Source: an optimization exercise on an open RTL-to-GDS flow (aim: small area, a short achievable clock period and few clock cycles). Production flows keep margins and buffers that such runs may drop.
In this exercise RTL edits were held to simulation tests only and were not proved equivalent to the original.
No activity file was given, so power comes from the tool's default toggle rates.

## raven
## festy_core
module festy_core (
    input  wire        clk,
    input  wire        rst,
    input  wire        cmd_valid,
    input  wire [31:0] cmd_word,
    input  wire [31:0] arg_base,
    input  wire [31:0] arg_len,
    input  wire        crc_we,
    input  wire [31:0] crc_wdata,
    output reg         busy,
    output reg         done,
    output reg         err,
    output reg         illcmd,
    output reg  [3:0]  errcode,
    output reg  [31:0] errparam,
    output reg  [31:0] result_len,
    output reg  [31:0] crc_reg,
    output reg         ib_re,
    output reg  [24:0] ib_addr,
    input  wire [7:0]  ib_rdata,
    output reg         ob_re,
    output reg         ob_we,
    output reg  [24:0] ob_addr,
    output reg  [7:0]  ob_wdata,
    input  wire [7:0]  ob_rdata
);
    localparam [3:0] E_BTS = 4'd1, E_UNSUP = 4'd2, E_TREE = 4'd3, E_TRAIL = 4'd4,
                     E_TRUNC = 4'd5, E_LEN = 4'd6, E_CRC = 4'd7, E_NOSECT = 4'd8;
    localparam [3:0]
        S_IDLE = 4'd0,
        S_CRC  = 4'd1,    
        S_SCAN = 4'd2,    
        S_HDR  = 4'd3,    
        S_CHK  = 4'd4,    
        S_COPY = 4'd5,    
        S_PRE  = 4'd6,    
        S_PRE2 = 4'd7,    
  ...
Size in the first run: roughly 4800 cells after synthesis, roughly 430 flip-flops.
export LEC_CHECK = 0
export CAP_MARGIN = 20
export CORE_MARGIN = 2
export CORE_UTILIZATION = 40
export PLACE_DENSITY = 0.6
export SETUP_SLACK_MARGIN = 4
export SLEW_MARGIN = 20
create_clock -name core_clock -period 10.0 [get_ports {clk}]
standard.sh (not shown) runs the stock make flow with config.mk's settings and CLKGATE_MAP_FILE= SYNTH_SCRIPT=/design/flow/synth_recipe.tcl, a recipe that flattens the netlist after the stock synthesis.
==> flow/flow/run.sh <==
#!/bin/bash
# Layout: the standard flow (standard.sh) unchanged, except that the port
# buffers that global placement inserts on every input and output are
# sky130_fd_sc_hd__buf_1 cells instead of the default buffer cell; timing
# repair still resizes any of them that are on a critical path.
# Each run's full output goes to its own log file in this folder; ORFS also
# keeps each tool's log under orfs/logs/.
set -euo pipefail
export BUFFER_PORTS_ARGS="-buffer_cell sky130_fd_sc_hd__buf_1"
bash standard.sh synth > synth.log 2>&1
bash standard.sh finish > layout.log 2>&1
The final layout from raven, which completed every stage, passed the timing, design-rule and antenna checks at the end of the flow.
Testbench counts of raven, summed over its fixed seeds: cycles 196,763.
diff inputs: raven => sierra
Settings: changing CORE_UTILIZATION from 40 to 60; changing SETUP_SLACK_MARGIN from 4 to 3.5; changing PLACE_DENSITY from 0.6 to 0.7.
Findings:
Of sierra and raven, the higher final critical-path required period belongs to sierra. As far as layout inverter count without the clock tree goes, raven and sierra are indistinguishable; the numbers are identical. Count of routing violations after the opening detailed-route iteration in sierra is 1743 above raven. sierra falls short of raven in highest clock rate. When sierra is measured against raven, its portion of total power attributed to combinational logic turns out 0.9 points lower. Per the comparison of sierra with raven, sequential share of layout area higher, smallest setup slack after layout down 0.089 ns, share of the core filled with cells in the final layout saw an increase. Power: sierra < raven. raven has higher slew of the pin with the lowest slew margin than sierra. Looking at worst setup path startpoint, the ib_rdata[1] result is from raven; the b2 one comes from sierra. Average detailed-routed wire length per instance went up by a few percent going from raven to sierra.
Modified inputs, delta compared to sierra
Settings: a change of PLACE_DENSITY from 0.7 to 0.6; a change of CORE_UTILIZATION from 60 to 40.
Results
- delta reached the final stage; the timing, design-rule and antenna checks on its layout passed.
- When delta is measured against sierra, its combinational fraction of design power turns out 1.0 points lower.
- Between delta and sierra, pin count of the biggest net entering global routing is higher for sierra, delta comes in under that.
- sierra → delta: total chip power moved up; global-route usage -15 points.

run 1:
Another version of the RTL of festy_core (not shown whole).
For scale: about 430 flip-flops, ~0.040 mm2 of cells after synthesis.
clock: 10.0 ns
lec_check: 0
cap_margin: 20
core_margin: 2
core_utilization: 40
place_density: 0.6
setup_slack_margin: 3
slew_margin: 20
Scripts as last shown in full above: flow/flow/run.sh
Testbench counts of run 1, summed over its fixed seeds: cycles 196,763.
The following lists how run 2 was set up differently from run 1:
Settings: a change of CORE_UTILIZATION from 40 to 60; a change of PLACE_DENSITY from 0.6 to 0.7; a change of SETUP_SLACK_MARGIN from 3 to 3.5.
### Flow results
The transition at the pin with the smallest max-transition slack in run 2 was higher than what run 1 gave.
Looking at net count reported at finish, run 2 sits about 1.1% higher than run 1 does.
Diff run 1..run 2 | number of hold buffers added after cts | unchanged
There was hardly any difference in number of multi-input combinational cells between run 1 and run 2.
Relative to run 2, the following input files were edited for run 3:
Settings: PLACE_DENSITY: 0.7 -> 0.6; CORE_UTILIZATION: 60 -> 40.
[summary]
Cell with the largest stage delay on the worst path = mux4_2: run 2; cell with the largest stage delay on the worst path = o22ai_1: run 3. For the non-clock buffer count, run 3 came in 27 higher than run 2 did. Against run 2, width of the chip in run 3 rose by more than 10%. As far as mean cell area of the mapped netlist goes, run 2 and run 3 are indistinguishable; the numbers are identical. The lower wire length of the first global-routing pass of run 3 and run 2 is in run 2. From run 2 to run 3 the numbers moved as follows: fraction of layout instances using a drive strength above 1 shows an increase of 1.4 points, post-layout worst setup margin fell 0.023 ns. Area added between synthesis and finish up 2.8 points in run 3 wrt run 2. The sequential cell fraction of total power of run 3 falls short of that of run 2 by 0.8 points. Summary of run 3 over run 2: total wirelength of the detailed-routed design moved up, utilization of the core after routing moved down, share of the clock period used by the worst path moved up.

## static timing again, ports no longer ideal
The flow's constraints put no driver on any port. The routed layouts listed below were extracted and timed again, unchanged, in two steps. Step 1, drivers: a clkbuf_16 drives clk and a buf_2 each remaining input, both assumed. Step 2 also shifts input and output timing later by t, the mid clock arrival at the registers, as if the neighbouring blocks saw the same clock. Three values: ideal, step 1, step 2; two values: the first two.
run | shift t [ns] | slack for setup (ns) | latest minus earliest clock arrival (ns) | pins driven straight from the clock port
raven | 0.733 | 3.418 / 3.369 / 3.350 | 0.044 / 0.044 | 1
sierra | 0.701 | 3.329 / 3.260 / 2.987 | 0.045 / 0.045 | 1
delta | 0.730 | 3.335 / 3.258 / 3.338 | 0.038 / 0.037 | 1
run 1 | 0.742 | 2.952 / 2.875 / 2.993 | 0.039 / 0.039 | 1
run 2 | 0.686 | 3.476 / 3.407 / 3.517 | 0.049 / 0.049 | 1
run 3 | 0.738 | 3.453 / 3.377 / 3.413 | 0.040 / 0.039 | 1
After both steps setup and hold are still met in every run listed. For sierra, which loses most, drivers alone change the setup slack by -0.069 ns; drivers and shift together by -0.342 ns.
